Source: an optimization exercise on an open RTL-to-GDS flow (aim: small area, a short achievable clock period and few clock cycles per item). Production flows keep margins and buffers that such runs may drop.
The RTL was checked by simulation tests, not by an equivalence proof against the original design.

==> flow/design.v <==
module ghash_core (
    input  wire         clk,
    input  wire         rst,           
    input  wire         cmd_valid,
    output wire         cmd_ready,
    input  wire [31:0]  cmd_word,
    input  wire [127:0] cmd_data,
    input  wire         h_we,
    input  wire [127:0] h_wdata,
    output reg          done,
    output reg          err,
    output reg  [3:0]   err_code,
    output wire [127:0] x,
    output reg  [63:0]  len_a,
    output reg  [63:0]  len_c,
    output reg  [1:0]   seq,
    output reg          partial
);
    localparam [7:0] OPC_INIT  = 8'h21;
    localparam [7:0] OPC_AAD   = 8'h22;
    localparam [7:0] OPC_TEXT  = 8'h23;
    localparam [7:0] OPC_FINAL = 8'h24;
    localparam [1:0] SEQ_IDLE    = 2'd0;
    localparam [1:0] SEQ_GH_AAD  = 2'd1;
    localparam [1:0] SEQ_GH_TEXT = 2'd2;
    localparam [3:0] E_NONE     = 4'd0;
    localparam [3:0] E_ILLEGAL  = 4'd1;
    localparam [3:0] E_BADLEN   = 4'd2;
    localparam [3:0] E_SEQUENCE = 4'd3;
    localparam [3:0] E_LENOVF   = 4'd7;
    reg [127:0] h;
    reg [127:0] x_q;       
    reg         x_zero;    
    reg [127:0] op_a;      
    reg [63:0]  op_am;     
    reg [95:0]  op_q;      
    reg [63:0]  h_m;       
    reg [95:0]  h_q;
    reg         busy;      
    assign x = x_q & {128{~x_zero}};
    assign cmd_ready = ~busy;
    wire accept = cmd_valid & ~busy;
    wire [7:0]  opc = cmd_word[7:0];
    wire [4:0]  n   = cmd_word[12:8];
    wire        rsv_bad = |cmd_word[31:13];
    wire        is_init  = (opc == OPC_INIT);
    wire        is_aad   = (opc == OPC_AAD);
    wire        is_text  = (opc == OPC_TEXT);
    wire        is_final = (opc == OPC_FINAL);
    wire        has_len  = is_aad || is_text;
    wire illegal = rsv_bad || !(is_init || is_aad || is_text || is_final) ||
                   (!has_len && (n != 5'd0));
    wire badlen  = has_len && ((n == 5'd0) || (n > 5'd16));
    wire aad_ok  = (seq == SEQ_GH_AAD) && !partial;
    wire text_ok = (seq == SEQ_GH_AAD) || ((seq == SEQ_GH_TEXT) && !partial);
    wire fin_ok  = (seq == SEQ_GH_AAD) || (seq == SEQ_GH_TEXT);
    wire seq_bad = (is_aad && !aad_ok) || (is_text && !text_ok) || (is_final && !fin_ok);
    wire [8:0]  la_lo  = {1'b0, len_a[7:0]} + {1'b0, n, 3'd0};
    wire [8:0]  lc_lo  = {1'b0, len_c[7:0]} + {1'b0, n, 3'd0};
    wire [55:0] la_inc = len_a[63:8] + 56'd1;
    wire [55:0] lc_inc = len_c[63:8] + 56'd1;
    wire        la_top = &len_a[63:8];
    wire        lc_top = &len_c[63:8];
    wire [63:0] len_a_new = {la_lo[8] ? la_inc : len_a[63:8], la_lo[7:0]};
    wire [63:0] len_c_new = {lc_lo[8] ? lc_inc : len_c[63:8], lc_lo[7:0]};
    wire ovf = (is_aad && la_lo[8] && la_top) || (is_text && lc_lo[8] && lc_top);
    reg [127:0] din_mask;
    integer i;
    always @(*) begin
        for (i = 0; i < 16; i = i + 1)
            din_mask[127 - 8*i -: 8] = (i < n) ? 8'hFF : 8'h00;
    end
    wire [127:0] block_in = is_final ? {len_a, len_c} : (cmd_data & din_mask);
    wire [127:0] pa, pb;
    genvar g;
    generate
        for (g = 0; g < 128; g = g + 1) begin : rev_in
            assign pa[g] = op_a[127 - g];
            assign pb[g] = h[127 - g];
        end
    endgenerate
    wire [126:0] p0, p2, pm;
    ghash_kmul64r u_p0 (.a(pa[63:0]),   .am(op_q[31:0]),  .b(pb[63:0]),   .bm(h_q[31:0]),  .p(p0));
    ghash_kmul64r u_p2 (.a(pa[127:64]), .am(op_q[63:32]), .b(pb[127:64]), .bm(h_q[63:32]), .p(p2));
    ghash_kmul64r u_pm (.a(op_am),      .am(op_q[95:64]), .b(h_m),        .bm(h_q[95:64]), .p(pm));
    wire [190:0] pt = {64'd0, p0} ^ {p2, 64'd0};
    wire [254:0] pu = {64'd0, pt} ^ {pt, 64'd0};
    wire [254:0] prod = pu ^ {64'd0, pm, 64'd0};
    wire [134:0] fold1 = {7'd0, prod[127:0]} ^
                         {8'd0, prod[254:128]} ^ {7'd0, prod[254:128], 1'b0} ^
                         {6'd0, prod[254:128], 2'b0} ^ {prod[254:128], 7'b0};
    wire [127:0] red   = fold1[127:0] ^
                         {121'd0, fold1[134:128]} ^ {120'd0, fold1[134:128], 1'b0} ^
                         {119'd0, fold1[134:128], 2'b0} ^ {114'd0, fold1[134:128], 7'b0};
    wire [127:0] mul_out;
    generate
        for (g = 0; g < 128; g = g + 1) begin : rev_out
            assign mul_out[127 - g] = red[g];
        end
    endgenerate
    wire [127:0] op_next = x ^ block_in;
    wire [127:0] op_pn, h_p;
    generate
        for (g = 0; g < 128; g = g + 1) begin : rev_nx
            assign op_pn[g] = op_next[127 - g];
            assign h_p[g]   = h[127 - g];
        end
    endgenerate
    wire [63:0] op_am_next = op_pn[63:0] ^ op_pn[127:64];
    wire [63:0] h_m_next   = h_p[63:0] ^ h_p[127:64];
    wire [95:0] op_q_next  = {op_am_next[31:0] ^ op_am_next[63:32],
                              op_pn[95:64] ^ op_pn[127:96],
                              op_pn[31:0] ^ op_pn[63:32]};
    wire [95:0] h_q_next   = {h_m_next[31:0] ^ h_m_next[63:32],
                              h_p[95:64] ^ h_p[127:96],
                              h_p[31:0] ^ h_p[63:32]};
    always @(posedge clk) begin
        h_m <= h_m_next;
        h_q <= h_q_next;
    end
    always @(posedge clk) begin
        op_a  <= op_next;
        op_am <= op_am_next;
        op_q  <= op_q_next;
    end
    always @(posedge clk)
        if (busy)
            x_q <= mul_out;
    always @(posedge clk) begin
        if (rst) begin
            h        <= 128'd0;
            x_zero   <= 1'b1;
            busy     <= 1'b0;
            done     <= 1'b0;
            err      <= 1'b0;
            err_code <= E_NONE;
            len_a    <= 64'd0;
            len_c    <= 64'd0;
            seq      <= SEQ_IDLE;
            partial  <= 1'b0;
        end else begin
            done <= busy;
            busy <= 1'b0;
            if (busy) begin
                x_zero <= 1'b0;
            end else if (accept) begin
                done     <= 1'b1;
                err      <= 1'b0;
                err_code <= E_NONE;
                if (illegal) begin
                    err <= 1'b1; err_code <= E_ILLEGAL;
                end else if (badlen) begin
                    err <= 1'b1; err_code <= E_BADLEN;
                end else if (seq_bad) begin
                    err <= 1'b1; err_code <= E_SEQUENCE;
                end else if (ovf) begin
                    err <= 1'b1; err_code <= E_LENOVF;
                end else if (is_init) begin
                    x_zero  <= 1'b1;
                    len_a   <= 64'd0;
                    len_c   <= 64'd0;
                    seq     <= SEQ_GH_AAD;
                    partial <= 1'b0;
                end else begin
                    done <= 1'b0;
                    busy <= 1'b1;
                    if (is_aad) begin
                        len_a   <= len_a_new;
                        seq     <= SEQ_GH_AAD;
                        partial <= (n < 5'd16);
                    end else if (is_text) begin
                        len_c   <= len_c_new;
                        seq     <= SEQ_GH_TEXT;
                        partial <= (n < 5'd16);
                    end else begin
                        seq     <= SEQ_IDLE;
                        partial <= 1'b0;
                    end
                end
            end else if (h_we && seq == SEQ_IDLE) begin
                h <= h_wdata;
            end
        end
    end
endmodule
module ghash_kmul64r (
    input  wire [63:0]  a,
    input  wire [31:0]  am,    
    input  wire [63:0]  b,
    input  wire [31:0]  bm,    
    output wire [126:0] p
);
    wire [62:0] p0, p2, pm;
    ghash_kmul #(.N(32)) u0 (.a(a[31:0]),  .b(b[31:0]),  .p(p0));
    ghash_kmul #(.N(32)) u2 (.a(a[63:32]), .b(b[63:32]), .p(p2));
    ghash_kmul #(.N(32)) um (.a(am),       .b(bm),       .p(pm));
    wire [94:0]  t = {32'd0, p0} ^ {p2, 32'd0};
    wire [126:0] u = {32'd0, t} ^ {t, 32'd0};
    assign p = u ^ {32'd0, pm, 32'd0};
endmodule
module ghash_kmul #(
    parameter N    = 128,
    parameter LEAF = 8
) (
    input  wire [N-1:0]   a,
    input  wire [N-1:0]   b,
    output wire [2*N-2:0] p
);
    generate
        if (N <= LEAF) begin : school
            reg [2*N-2:0] acc;
            reg [N-1:0]   t;
            integer i, k;
            always @(*) begin
                for (k = 0; k < 2*N-1; k = k + 1) begin
                    for (i = 0; i < N; i = i + 1)
                        t[i] = (k - i >= 0 && k - i < N) ? (a[i] & b[k-i]) : 1'b0;
                    acc[k] = ^t;
                end
            end
            assign p = acc;
        end else begin : kara
            localparam M = N / 2;
            wire [2*M-2:0] p0, p2, pm;
            ghash_kmul #(.N(M), .LEAF(LEAF)) u0 (.a(a[M-1:0]), .b(b[M-1:0]), .p(p0));
            ghash_kmul #(.N(M), .LEAF(LEAF)) u2 (.a(a[N-1:M]), .b(b[N-1:M]), .p(p2));
            ghash_kmul #(.N(M), .LEAF(LEAF)) um (.a(a[M-1:0] ^ a[N-1:M]),
                                                 .b(b[M-1:0] ^ b[N-1:M]), .p(pm));
            wire [N+M-2:0] t = {{M{1'b0}}, p0} ^ {p2, {M{1'b0}}};
            wire [2*N-2:0] u = {{M{1'b0}}, t} ^ {t, {M{1'b0}}};
            assign p = u ^ {{M{1'b0}}, pm, {M{1'b0}}};
        end
    endgenerate
endmodule
==> flow/run.sh <==
#!/bin/bash
# synth_recipe.tcl (not shown) runs the flow's synth.tcl, then flattens the netlist and writes it again
# the make line also repeats each setting of config.mk as NAME=value (left out here)
make -C /OpenROAD-flow-scripts/flow DESIGN_CONFIG=/design/flow/config.mk WORK_HOME=/design/flow/orfs CLKGATE_MAP_FILE= SYNTH_SCRIPT=/design/flow/synth_recipe.tcl finish
==> flow/config.mk <==
export PLATFORM = sky130hd
export DESIGN_NAME = ghash_core
export DESIGN_NICKNAME = ghash_core
export VERILOG_FILES = /design/flow/design.v
export SDC_FILE = /design/flow/constraint.sdc
export NUM_CORES = 4
export LEC_CHECK = 0
export CAP_MARGIN = 20
export CORE_MARGIN = 2
export CORE_UTILIZATION = 55
export SLEW_MARGIN = 20
export SYNTH_HIERARCHICAL = 1
export SYNTH_MINIMUM_KEEP_SIZE = 0
==> flow/constraint.sdc <==
create_clock -name core_clock -period 5.0 [get_ports {clk}]
set_input_delay 1.0000 -clock core_clock [delete_from_list [all_inputs] [get_ports {clk}]]
set_output_delay 1.0000 -clock core_clock [all_outputs]
set_load 0.01 [all_outputs]
==> results of run 1 <==
[logic make-up after synthesis]
group / share of synthesized area [%]
DFF: 14.55
and+or+nand+nor: 20.00
buffers and inverters: 4.936
xor gates and xnor gates: 57.86
AOI/OAI and AO/OA: 2.411
muxes: 0.05657
adders and majority gates: 0.1838
other: 0.003027
[Yosys stat by module (local to each module, per instance), excerpt]
module	cells	flops+latches
ghash_core	3635	836
ghash_kmul64r	157	0
[metrics by stage]
stage	hold WS [ps]	TNS [ps]	setup WS (ps)	util [%]
4_1_cts	455.8	-42.64	-36.82	67.09
3_3_place_gp	443.1	-4609	-389.7	65.35
3_5_place_dp	447.0	-4770	-413.1	65.36
6_report	459.7	-1751	-178.0	67.82
5_1_grt	472.0	-261.7	-53.10	67.77
2_1_floorplan	476.1	0	276.0	-
[repair_timing]
action,4_1_cts,5_1_grt
setup buffers,0,12
hold endpoints to repair,0,0
resized for setup,42,187
setup endpoints to repair,38,75
pin swaps,0,15
[layout by cell type, fill, tap and decap left out, types with 27 or more instances in the layout]
master,n
xor2_1,2592
a22oi_1,58
nor2b_1,130
buf_4,2491
or4_1,41
edfxtp_1,128
a21oi_1,286
or3_1,66
and3_1,65
nand4_1,42
clkdlybuf4s50_1,549
o21ai_0,60
and2_2,81
nand3_1,66
nand2_1,5284
buf_12,29
xor2_2,94
and2_1,86
xnor2_1,5067
dfxtp_1,684
diode_2,84
clkbuf_16,107
o31ai_1,27
inv_1,52
nor2_1,51
nand2_2,83
xnor2_2,284
[state kept, by name, indices dropped and copies added, names as in the netlist]
signal,cells
len_a,61
h,128
err,1
x_q,128
len_c,61
x_zero,1
h_m,64
h_q,96
err_code,3
busy,1
partial,1
op_q,96
seq,2
op_am,64
op_a,128
done,1
[path summary, 6_finish.rpt]
path	from	to	slack [ps]	depth (start not counted)
max	op_q[78]	x_q[0]	-180	18
min	err_code[2]	err_code[2]	460	2
max reg2reg	op_q[78]	x_q[0]	-180	18
min reg2reg	err_code[2]	err_code[2]	460	2
[tightest hold or removal path, cell delays in order, from the launching register on]
cell and delay [ps]:
dfxtp_1 310, nand2_1 50, a21oi_1 50
[layer usage]
layer,GRT usage (%),vias to the layer above
li1,-,54472
met1,67.05,61112
met2,76.17,11163
met3,29.29,3052
met4,51.36,64
met5,1.761,-
[area by class of cell]
class                   instances  area (sq um)
multi-input cells           14649        101600
fillers                     19811         72220
repair buffers               3077         24860
flip-flops and latches        836         18050
well taps                    2992          3744
clock buffers                 128          2878
clock inverters                57         713.2
diodes                         84         210.2
inverters                      52         195.2
==> flow_summary.toml, run 1 <==
[setup_path]
start_kind = "flop"
worstSetupPathType = "reg -> reg"
cp.required_ps = 5630
critPathBufInv = 3
crit_slowest_cell = "dfxtp_1"
endpoint_kind = "flop"
crit_chain = "xor2_1 -> buf_4 -> xor2_1 -> buf_4 -> nand2_1 -> xnor2_1 -> xnor2_1 -> xnor2_1 -> xnor2_1 -> xnor2_1 -> xnor2_1 -> xnor2_1 -> xnor2_1 -> xnor2_1 -> xnor2_1 -> xnor2_1 -> xnor2_1 -> buf_4"
slowest_delay_ps = 580
cp_top_family = "XOR/XNOR gates"
crit_top_cell = "xnor2_1"
crit_arrival_ps = 5810
crit_fanout = 9

[logic_synthesis]
synthFlopType = "dfxtp_1"
synthTopCellsByCount = "nand2_1 (5284), xnor2_1 (5196), xor2_1 (2687)"
ys_seq_elements = 836
synth_area_sq_um = 123900
synth_enable_flop_cells = 128
postSynthCellCount = 16724
yosysMostFrequentCell = "nand2_1"
yosys_warnings = 8
yosys.area.top_type_share_pct = 36.74
yosys.area.top_type = "xnor2_1"
syn_area_per_cell_sq_um = 7.407
async_flop_share_pct = 0
ys_seq_area_share_pct = 14.55
synth_cell_type_count = 77
synth_area_leaders = "xnor2_1 (37%), xor2_1 (19%), nand2_1 (16%)"

[floorplanning]
num_io_pins = 558
start_util_pct = 55.19
rows = 174
die_width_microns = 478.6
dieHeight_microns = 478.6
core_sq_um = 224500
die-area_sq_um = 229000

[finish]
design_area_sq_um = 152200
synthToLayoutAreaGrowth_pct = 22.90
final_cell_count_no_fill = 21875
nNetsFinal = 19026
drive_gt1_share_pct = 17.60

[grt]
grt_max_degree = 112
grt_pass1_wl_mm = 927.0
grt-ovfl-total = 0
grt_pass1_vias = 117228
antenna_found_initial = 94
grtUsageTotal_pct = 57.63

[sta]
final.setup.worst_slack_ps = -178.0
period_share_pct = 103.6
finalHoldViolCount = 0
drv_slew = 5
tightest_slew_ps = 1508
slew_headroom_pct = -1.284
max_freq_mhz = 193.1
period_needed_ps = 5178
finalClockSkew_ps = 69.92
rsz0062_at_grt = "yes"
setup_violations = 32

[place]
portBuffers = 550
post-dp-hpwl_mm = 571.1
dp.cells = 21592
dpl_cell_area_sq_um = 146700
place.gp.congestion = 1.272

[status]
status = "failed layout checks"
so_faults = "capacitance limit, slew limit, setup timing"

[drt]
wl_per_cell_microns = 31.58
drt-total-wl_mm = 690.8
wl_met1_mm = 238.6
ant_nets = 0
route.detailed.drc = 0
drtIter0Drc = 22015
dr_wl_met3_mm = 114.7
via_per_inst = 5.937
drtPass1Iterations = 9
vias = 129863
dr.max_layer_used = "met5"
dr_wl_met2_mm = 255.8

[cts]
cts_buffer_depth = 3
tritoncts = "yes"
clock_latency_ps = 870
ctsHoldBuffers = 0
numCtsBuffers = 101
path_clk_slew_ps = 70
cts.htree.levels = 3
clockRootBuffer = "clkbuf_16"
clkSinkCount = 836

[flow_run]
maxCapViolCount = 1

[worst_hold_path]
hp-class = "reg -> reg"
Testbench counts, summed over its fixed seeds: cycles 4,728, commands 2,364.
==> run 2: changes to the inputs <==
--- a/flow/design.v
+++ b/flow/design.v
@@ -29,7 +29,7 @@
     localparam [3:0] E_SEQUENCE = 4'd3;
     localparam [3:0] E_LENOVF   = 4'd7;
     reg [127:0] h;
-    reg [127:0] x_q;       
+    reg [126:0] p0_q, p2_q, pm_q;  
     reg         x_zero;    
     reg [127:0] op_a;      
     reg [63:0]  op_am;     
@@ -37,7 +37,6 @@
     reg [63:0]  h_m;       
     reg [95:0]  h_q;
     reg         busy;      
-    assign x = x_q & {128{~x_zero}};
     assign cmd_ready = ~busy;
     wire accept = cmd_valid & ~busy;
     wire [7:0]  opc = cmd_word[7:0];
@@ -83,9 +82,9 @@
     ghash_kmul64r u_p0 (.a(pa[63:0]),   .am(op_q[31:0]),  .b(pb[63:0]),   .bm(h_q[31:0]),  .p(p0));
     ghash_kmul64r u_p2 (.a(pa[127:64]), .am(op_q[63:32]), .b(pb[127:64]), .bm(h_q[63:32]), .p(p2));
     ghash_kmul64r u_pm (.a(op_am),      .am(op_q[95:64]), .b(h_m),        .bm(h_q[95:64]), .p(pm));
-    wire [190:0] pt = {64'd0, p0} ^ {p2, 64'd0};
+    wire [190:0] pt = {64'd0, p0_q} ^ {p2_q, 64'd0};
     wire [254:0] pu = {64'd0, pt} ^ {pt, 64'd0};
-    wire [254:0] prod = pu ^ {64'd0, pm, 64'd0};
+    wire [254:0] prod = pu ^ {64'd0, pm_q, 64'd0};
     wire [134:0] fold1 = {7'd0, prod[127:0]} ^
                          {8'd0, prod[254:128]} ^ {7'd0, prod[254:128], 1'b0} ^
                          {6'd0, prod[254:128], 2'b0} ^ {prod[254:128], 7'b0};
@@ -123,9 +122,13 @@
         op_am <= op_am_next;
         op_q  <= op_q_next;
     end
+    assign x = mul_out & {128{~x_zero}};
     always @(posedge clk)
-        if (busy)
-            x_q <= mul_out;
+        if (busy) begin
+            p0_q <= p0;
+            p2_q <= p2;
+            pm_q <= pm;
+        end
     always @(posedge clk) begin
         if (rst) begin
             h        <= 128'd0;
==> flow/config.mk (replaced) <==
export PLATFORM = sky130hd
export DESIGN_NAME = ghash_core
export DESIGN_NICKNAME = ghash_core
export VERILOG_FILES = /design/flow/design.v
export SDC_FILE = /design/flow/constraint.sdc
export NUM_CORES = 4
export LEC_CHECK = 0
export CAP_MARGIN = 30
export CORE_MARGIN = 2
export CORE_UTILIZATION = 50
export SETUP_SLACK_MARGIN = 0.35
export SLEW_MARGIN = 30
export SYNTH_HIERARCHICAL = 1
export SYNTH_MINIMUM_KEEP_SIZE = 0
==> run 2 against run 1 <==
Fails layout checks on antenna rules. Via count down 0.88%. Clock skew rose by 15 ps. Register-to-register slack better by 460 ps. Synthesized cell count increased by 1.4%. Design area grew 2.8%. Sequential share of layout area up 4.5 points. Hold slack got worse by 1.9 ps. Critical path depth is 13 lower. Critical path type is now reg -> out. Largest cell class unchanged.
==> flow_summary.toml, run 2 <==
[status]
status = "failed layout checks"
so_faults = "antenna rules"

[logic_synthesis]
synth_cell_type_count = 63
ys_seq_elements = 1089
postSynthCellCount = 16965
synth_enable_flop_cells = 381
yosys_warnings = 8
yosys.area.top_type = "xnor2_1"
synthTopCellsByCount = "nand2_1 (5283), xnor2_1 (5143), xor2_1 (2664)"
syn_area_per_cell_sq_um = 7.780
yosysMostFrequentCell = "nand2_1"
synth_area_leaders = "xnor2_1 (34%), xor2_1 (18%), nand2_1 (15%)"
yosys.area.top_type_share_pct = 34.13
ys_seq_area_share_pct = 19.41
async_flop_share_pct = 0
synthFlopType = "dfxtp_1"
synth_area_sq_um = 132000

[finish]
design_area_sq_um = 156600
final_cell_mix = "nand2_1 (5283), xnor2_1 (5061), xor2_1 (2598)"
synthToLayoutAreaGrowth_pct = 18.62
final_cell_count_no_fill = 22023
drive_gt1_share_pct = 14.42
register_area_sq_um = 25630
layout_commonest_cell = "nand2_1"
fillers = 24671
multiInputGateArea_sq_um = 101800
nNetsFinal = 18630
largestRegisters = "h x128, op_a x128"
post-route-util_pct = 59.64

[drt]
vias = 128722
route.detailed.drc = 0
ant_nets = 1
drt-total-wl_mm = 750.6
wl_per_cell_microns = 34.08
drtPass1Iterations = 10
via_per_inst = 5.845
drtIter0Drc = 20818

[worst_hold_path]
hp-start = "h[82]"
hp-class = "reg -> reg"
worstHoldEndpoint = "h[82]"
hold_path_depth = 2

[floorplanning]
core_sq_um = 262500
rows = 188
num_io_pins = 558
die-area_sq_um = 268100
start_util_pct = 50.28
die_width_microns = 517.8
dieHeight_microns = 517.8

[setup_path]
endpoint_kind = "output pin"
cp.required_ps = 4000
crit_fanout = 2
crit_arrival_ps = 3830
r2r_end = "p0_q[90]"
worstSetupPathType = "reg -> out"
worstReg2RegStart = "op_a[85]"
rrSetupSlack_ps = 280
reg2reg_depth = 12
cp-startpoint = "p0_q[81]"
start_kind = "flop"

[sta]
tightest_slew_ps = 1337
final.setup.worst_slack_ps = 173.4
rsz0062_at_grt = "yes"
slew_headroom_pct = 10.77
hold_ws_ps = 457.9
max_freq_mhz = 207.2
setup_violations = 0
period_share_pct = 96.53
finalSetupTns_ps = 0
finalHoldViolCount = 0
drv_slew = 0
finalClockSkew_ps = 84.84
period_needed_ps = 4827

[place]
place.gp.congestion = 1.168
post-place-ws_ps = 419.1
dpl_cell_area_sq_um = 150100
dp.cells = 21644
post-dp-hpwl_mm = 620.1
portBuffers = 550

[cts]
tritoncts = "yes"
path_clk_slew_ps = 60
numCtsBuffers = 144
cts.htree.levels = 4
cts_buffer_depth = 4
clkSinkCount = 1089
clockRootBuffer = "clkbuf_16"
ctsHoldBuffers = 0
clock_latency_ps = 870

[grt]
grt_max_degree = 128
grt-ovfl-total = 0
grt_pass1_vias = 115562
grt_pass1_wl_mm = 989.6
antenna_found_initial = 107
grtUsageTotal_pct = 53.51

[flow_run]
maxCapViolCount = 0
run 2: cell types whose count changed after synthesis, moves of 23 or more:
| cell | delta |
|---|---|
| a21oi_1 | -42 |
| a22oi_1 | +30 |
| edfxtp_1 | +253 |
| nand3_1 | +33 |
| nor2_1 | +146 |
| nor2b_1 | -115 |
| xnor2_1 | -53 |
| xnor3_1 | +69 |
| xor2_1 | -23 |
run 2: cells by family after synthesis:
kind of cell | after synthesis | synth area share [%]
simple gates | 6126 | 18.71
mux | 3 | 0.02370
other cells | 1 | 0.002841
flops | 1089 | 19.41
xor+xnor | 8050 | 55.15
buf+inv | 1261 | 4.652
fa+ha+maj | 17 | 0.1725
compound gates | 418 | 1.880
run 2: how the worst max path moves through the flow:
stage	slack, ps	end	cells past startpoint
after floorplan	490	len_c[9]	7
after global placement	210	op_am[48]	10
after detailed placement	420	pm_q[92]	13
after CTS	140	x[86]	6
after global routing	270	x[63]	7
final	170	x[46]	5
run 2: layout make-up:
cell class	count	share of cell area [%]
timing repair buffer	2414	12.56
clock buffer	186	2.536
inverter	51	0.1223
antenna	83	0.1327
clock inverter	64	0.4203
sequential	1089	16.37
multi-input combinational	14621	65.05
tap	3515	2.809
run 2: per-layer routing:
layer,wire length (microns),global-route usage [%]
met1,261700,63.07
met2,292100,74.09
met3,111200,22.01
met4,84230,47.00
met5,1290,1.138
run 2: critical path, cell delays in order (launching register included):
cell	delay, ps
edfxtp_1	420
xnor2_1	550
xnor2_1	190
xnor2_1	150
nor2_1	930
clkdlybuf4s50_1	720
run 2: repair_timing:
action | in CTS | in global routing
pin swaps | 6 | 17
resized for setup | 101 | 70
buffers inserted | 22 | 22
hold endpoints to repair | 0 | 0
endpoints found under the setup margin | 64 | 50
run 2: modules after synthesis, one instance, submodules excluded, a selection:
module,times used,cells inside,flops+latches
ghash_core,1,3876,1089
ghash_kmul64r,3,157,0
Testbench counts of run 2, summed over its fixed seeds: cycles 4,728, commands 2,364.

==> port drivers added, routing unchanged <==
The results above use ideal ports. As a check the final layouts listed here were re-extracted and re-timed, cells and wires unchanged.
Step 1 sets driving cells, clkbuf_16 on the clock port and buf_2 on the other inputs (assumed; they add their load-dependent delay and slew).
Step 2 also shifts input and output timing later by t, the mid clock arrival at the registers, as if the neighbouring blocks saw the same clock.
a / b / c = ideal ports / drivers / drivers and shift; a / b = the first two.
run | t, ns | setup WS [ns] | latest minus earliest clock arrival (ns) | slew at the worst register clock pin (ns) | pins driven straight from the clock port
run 1 | 0.948 | -0.178 / -0.178 / -0.604 | 0.070 / 0.071 | 0.08 / 0.08 | 1
run 2 | 0.944 | 0.173 / 0.061 / 0.276 | 0.090 / 0.089 | 0.08 / 0.08 | 1
For run 1, which loses most, drivers alone change the setup slack by 0.000 ns; drivers and shift together by -0.426 ns.
